Background: an optimization exercise with open tools, aiming at small area. Do not read the settings as production practice. The RTL was checked by simulation tests, not by an equivalence proof against the original design. Power is estimated from default activity; no workload was simulated.

== try-fjord ==
## ota_core
module ota_core (
    input  wire        clk,
    input  wire        rst,
    input  wire        cmd_valid,
    output wire        cmd_ready,
    input  wire [2:0]  cmd_op,
    input  wire [31:0] cmd_arg,
    input  wire        in_valid,
    output wire        in_ready,
    input  wire [7:0]  in_data,
    output wire        rsp_valid,
    output wire [31:0] rsp_data,
    output wire        out_valid,
    output wire [7:0]  out_data,
    output wire        dict_we,
    output wire [10:0] dict_waddr,
    output wire [7:0]  dict_wdata,
    output wire [10:0] dict_raddr,
    input  wire [7:0]  dict_rdata
);
Size: about 250 flip-flops, roughly 0.0092 mm^2 of cells after synthesis.
==> flow/config.mk <==
export PLATFORM = sky130hd
export DESIGN_NAME = ota_core
export DESIGN_NICKNAME = ota_core
export VERILOG_FILES = /design/flow/design.v
export SDC_FILE = /design/flow/constraint.sdc
export NUM_CORES = 4
export LEC_CHECK = 0
export CAP_MARGIN = 20
export CORE_MARGIN = 2
export CORE_UTILIZATION = 65
export SLEW_MARGIN = 20
==> flow/constraint.sdc <==
create_clock -name core_clock -period 10.0 [get_ports {clk}]
set_input_delay 2.0000 -clock core_clock [delete_from_list [all_inputs] [get_ports {clk}]]
set_output_delay 2.0000 -clock core_clock [all_outputs]
set_load 0.01 [all_outputs]
standard.sh (not shown) runs the stock make flow with config.mk's settings and CLKGATE_MAP_FILE= SYNTH_SCRIPT=/design/flow/synth_recipe.tcl, a recipe that flattens the netlist after the stock synthesis.
==> flow/flow/run.sh <==
#!/bin/bash
# Standard ORFS layout, with the port buffers made from the smallest buffer
# cell and a clock tree without dummy loads.
set -euo pipefail
export BUFFER_PORTS_ARGS="-buffer_cell sky130_fd_sc_hd__buf_1"
export CTS_ARGS="-sink_clustering_enable -repair_clock_nets -dont_use_dummy_load -sink_clustering_size 9 -sink_clustering_max_diameter 45 -buf_list sky130_fd_sc_hd__clkbuf_4"
bash standard.sh > standard.log 2>&1
#### Input delta (try-tundra over try-fjord)
--- a/flow/flow/run.sh
+++ b/flow/flow/run.sh
@@ -6 +6 @@
-export CTS_ARGS="-sink_clustering_enable -repair_clock_nets -dont_use_dummy_load -sink_clustering_size 9 -sink_clustering_max_diameter 45 -buf_list sky130_fd_sc_hd__clkbuf_4"
+export CTS_ARGS="-sink_clustering_enable -repair_clock_nets -dont_use_dummy_load -sink_clustering_size 16 -sink_clustering_max_diameter 60 -buf_list sky130_fd_sc_hd__clkbuf_8"
### Flow results
Status: maximum achievable frequency parity (try-fjord, try-tundra)
Taking try-fjord as the reference, in try-tundra design area flat, portion of the clock cycle consumed by the worst path in the final layout held steady, switching share of power decreased 0.61 points, number of non-clock inverters barely changed.
Clock-net power came out lower on try-tundra than on try-fjord.
Layout cell share with drive strength beyond 1: try-tundra lower than try-fjord
Summary of try-tundra over try-fjord: register bit count reported by yosys did not really move, synthesized area did not really move, worst slew slack as a fraction of its limit went down.
## Diff of input files: try-umber against try-tundra
Settings: ABC_AREA now 1, previously not set.
--- a/flow/flow/run.sh
+++ b/flow/flow/run.sh
@@ -6 +6 @@
-export CTS_ARGS="-sink_clustering_enable -repair_clock_nets -dont_use_dummy_load -sink_clustering_size 16 -sink_clustering_max_diameter 60 -buf_list sky130_fd_sc_hd__clkbuf_8"
+export CTS_ARGS="-sink_clustering_enable -repair_clock_nets -dont_use_dummy_load -sink_clustering_size 8 -sink_clustering_max_diameter 40 -buf_list sky130_fd_sc_hd__clkbuf_4"
==> run notes <==
Of try-umber and try-tundra, it is try-umber that has the lower mean area per synthesized cell.
Comparing try-umber and try-tundra, cell area after synthesis is higher on try-tundra.
Comparing sequential fraction of the synthesis area for try-umber and try-tundra, the smaller number came from try-tundra.
Worst reg-to-reg setup slack (try-umber over try-tundra): increase, 0.03 ns
In the tables for try-umber and try-tundra, first-pass GRT wire length reads lower with try-tundra.
[compare] base=try-tundra new=try-umber: post-layout minimum cycle time lost 0.17 ns, share of total power in the clock network down 1.8 points, clock distribution area overhead in the final layout grew by 0.37 points.
Against try-tundra, try-umber comes in 1.1 points higher on area growth from synthesis to layout.
For total power, dividing the value from try-umber by the value from try-tundra gives 1.16.
## Diff of input files: try-ember against try-umber
Settings: removing ABC_AREA (formerly 1); setting CTS_BUF_LIST to sky130_fd_sc_hd__clkbuf_16 for the first time; setting CTS_CLUSTER_SIZE to 24 for the first time; setting CTS_CLUSTER_DIAMETER to 100 for the first time.
==> flow/flow/run.sh <==
#!/bin/bash
# Standard ORFS layout, with the port buffers made from the smallest buffer cell.
set -euo pipefail
export BUFFER_PORTS_ARGS="-buffer_cell sky130_fd_sc_hd__buf_1"
bash standard.sh > standard.log 2>&1
Notes after the runs:
Internal power of the cells (try-ember vs. try-umber) increases slightly
Diff try-umber -> try-ember: total net switching power fell 25%, setup slack of the critical path after layout fell 0.18 ns.
Compared with try-umber, in try-ember switching share of total power went down, layout overhead on the synthesized area went up.
A slowest cell on the critical path of sky130_fd_sc_hd__and4b_1 is what try-ember shows, while sky130_fd_sc_hd__dfxtp_1 belongs to try-umber.
Setup changes, try-ember to try-violet
Settings: CTS_CLUSTER_DIAMETER: 100 -> unset; CORE_UTILIZATION: 65 -> 70; CTS_BUF_LIST: sky130_fd_sc_hd__clkbuf_16 -> unset; CTS_CLUSTER_SIZE: 24 -> unset.
--- a/flow/flow/run.sh
+++ b/flow/flow/run.sh
@@ -2 +2,2 @@
-# Standard ORFS layout, with the port buffers made from the smallest buffer cell.
+# Standard ORFS layout, with the port buffers made from the smallest buffer
+# cell and a clock tree without dummy loads.
@@ -4,0 +6 @@
+export CTS_ARGS="-sink_clustering_enable -repair_clock_nets -dont_use_dummy_load -sink_clustering_size 10 -sink_clustering_max_diameter 45 -buf_list sky130_fd_sc_hd__clkbuf_4"
Notes after the runs:
The maximum number of pins on one net before global-route repair in try-violet was lower than what try-ember gave.
Compared with try-ember, number of well taps in try-violet decreased by a few percent.
Compared with try-ember, try-violet shows a higher via count of the first global-routing pass.
Detailed-routed wire length on met2 (higher): try-violet
Global router's overall resource usage on try-violet is up relative to try-ember.
[compare] base=try-ember new=try-violet: number of nets produced by synthesis essentially unchanged, share of final-layout standard cells stronger than drive strength 1 picked up an extra 1.4 points, total via count after detailed routing climbed about 3.4%.

* * *

Starting RTL as in the previous note.
clock: 10.0 ns
lec_check: 0
cap_margin: 20
core_margin: 2
core_utilization: 65
cts_buf_list: sky130_fd_sc_hd__clkbuf_8
cts_cluster_diameter: 60
cts_cluster_size: 14
slew_margin: 20
==> flow/flow/run.sh <==
#!/bin/bash
# Standard ORFS layout, with the port buffers made from the smallest buffer cell.
set -euo pipefail
export BUFFER_PORTS_ARGS="-buffer_cell sky130_fd_sc_hd__buf_1"
bash standard.sh > standard.log 2>&1
Next try:
==> flow/flow/run.sh (replaced) <==
#!/bin/bash
# Standard ORFS layout, with the port buffers made from the smallest buffer
# cell and a clock tree without dummy loads.
set -euo pipefail
export BUFFER_PORTS_ARGS="-buffer_cell sky130_fd_sc_hd__buf_1"
export CTS_ARGS="-sink_clustering_enable -repair_clock_nets -dont_use_dummy_load -sink_clustering_size 14 -sink_clustering_max_diameter 60 -buf_list sky130_fd_sc_hd__clkbuf_8"
bash standard.sh > standard.log 2>&1
The new run finished clean.
Via count drops by 1.3%.
Critical path depth is unchanged.
Non-clock buffer count stays the same.
Combinational power hardly moves.
Worst setup slack improved by 33 ps.
Cell area drops by 0.65%.
Sequential power is about the same.
Core utilization drops by 0.47 points.
Global-route usage is about the same.
Next try:
==> flow/flow/run.sh (replaced) <==
#!/bin/bash
# Standard ORFS layout, with the port buffers made from the smallest buffer
# cell and a clock tree without dummy loads.
set -euo pipefail
export BUFFER_PORTS_ARGS="-buffer_cell sky130_fd_sc_hd__buf_1"
export CTS_ARGS="-sink_clustering_enable -repair_clock_nets -dont_use_dummy_load -sink_clustering_size 8 -sink_clustering_max_diameter 40 -buf_list sky130_fd_sc_hd__clkbuf_4"
bash standard.sh > standard.log 2>&1
CTS_BUF_LIST = unset   (was sky130_fd_sc_hd__clkbuf_8)
CTS_CLUSTER_DIAMETER = unset   (was 60)
CTS_CLUSTER_SIZE = unset   (was 14)
After rerunning:
- final area barely changes
- clock skew is lower by 6.9 ps
- die area is unchanged
- combinational power is lower by about 0.7%
- worst hold slack is worse by 18 ps
- via count is higher by 1.9%
- worst setup slack is worse by 33 ps
- utilization is lower by 0.13 points

* * *

ota_core, a different RTL version from the one above (not shown whole).
For scale: about 830 cells after synthesis, ~130 I/O pins, about 9100 µm² of cells after synthesis.
## ota_core
module ota_core (
    input  wire        clk,
    input  wire        rst,
    input  wire        cmd_valid,
    output wire        cmd_ready,
    input  wire [2:0]  cmd_op,
    input  wire [31:0] cmd_arg,
    input  wire        in_valid,
    output wire        in_ready,
    input  wire [7:0]  in_data,
    output wire        rsp_valid,
    output wire [31:0] rsp_data,
    output wire        out_valid,
    output wire [7:0]  out_data,
    output wire        dict_we,
    output wire [10:0] dict_waddr,
    output wire [7:0]  dict_wdata,
    output wire [10:0] dict_raddr,
    input  wire [7:0]  dict_rdata
);
Settings: LEC_CHECK=0, CAP_MARGIN=20, CORE_MARGIN=2, CORE_UTILIZATION=60, SLEW_MARGIN=20; clock period 10.0 ns.
==> flow/flow/run.sh <==
#!/bin/bash
# Standard ORFS layout, with the port buffers made from the smallest buffer
# cell and a clock tree without dummy loads.
set -euo pipefail
export BUFFER_PORTS_ARGS="-buffer_cell sky130_fd_sc_hd__buf_1"
export CTS_ARGS="-sink_clustering_enable -repair_clock_nets -dont_use_dummy_load -sink_clustering_size 10 -sink_clustering_max_diameter 45 -buf_list sky130_fd_sc_hd__clkbuf_4"
bash standard.sh > standard.log 2>&1
The first run ran to the end with no violations.
Edit:
Settings changed: CORE_UTILIZATION 60 to 65.
Final area stays flat.
Setup slack is better by 0.015 ns.
Global-route usage grows by 2.6 points.
First-iteration DRC count rose by 22%.

[afterwards: timing with drivers on the ports]
The results above use ideal ports. As a check the final layouts listed here were re-extracted and re-timed, cells and wires unchanged. Step 1, drivers: a clkbuf_16 drives clk and a buf_2 each remaining input, both assumed. Step 2 also shifts input and output timing later by t, the mid clock arrival at the registers, as if the neighbouring blocks saw the same clock. a / b / c = no drivers / after step 1 / after step 2; a / b = the first two.
| run | t (ns) | slack for setup (ns) | slew at the worst register clock pin (ns) | worst data-port slew with drivers (ns) |
|---|---|---|---|---|
| try-fjord | 0.601 | 4.882 / 4.830 / 4.830 | 0.10 / 0.10 | 0.05 |
| try-tundra | 0.527 | 4.875 / 4.826 / 4.826 | 0.10 / 0.10 | 0.05 |
| try-umber | 0.618 | 5.045 / 5.011 / 5.184 | 0.09 / 0.09 | 0.04 |
| try-ember | 0.521 | 4.861 / 4.813 / 4.813 | 0.10 / 0.10 | 0.05 |
| try-violet | 0.671 | 4.841 / 4.787 / 4.787 | 0.12 / 0.12 | 0.05 |
| the first run of note 2 | 0.573 | 4.854 / 4.807 / 4.807 | 0.11 / 0.11 | 0.05 |
| the second run of note 2 | 0.536 | 4.888 / 4.837 / 4.837 | 0.10 / 0.10 | 0.05 |
| the third run of note 2 | 0.594 | 4.855 / 4.804 / 4.804 | 0.09 / 0.09 | 0.05 |
| the first run of note 3 | 0.634 | 5.104 / 5.066 / 5.086 | 0.11 / 0.11 | 0.06 |
| the second run of note 3 | 0.603 | 5.119 / 5.063 / 5.063 | 0.11 / 0.11 | 0.05 |
After both steps setup and hold are still met in every run listed. The setup slack of the second run of note 3, which loses most, moves by -0.056 ns with the drivers and by -0.056 ns with both steps.
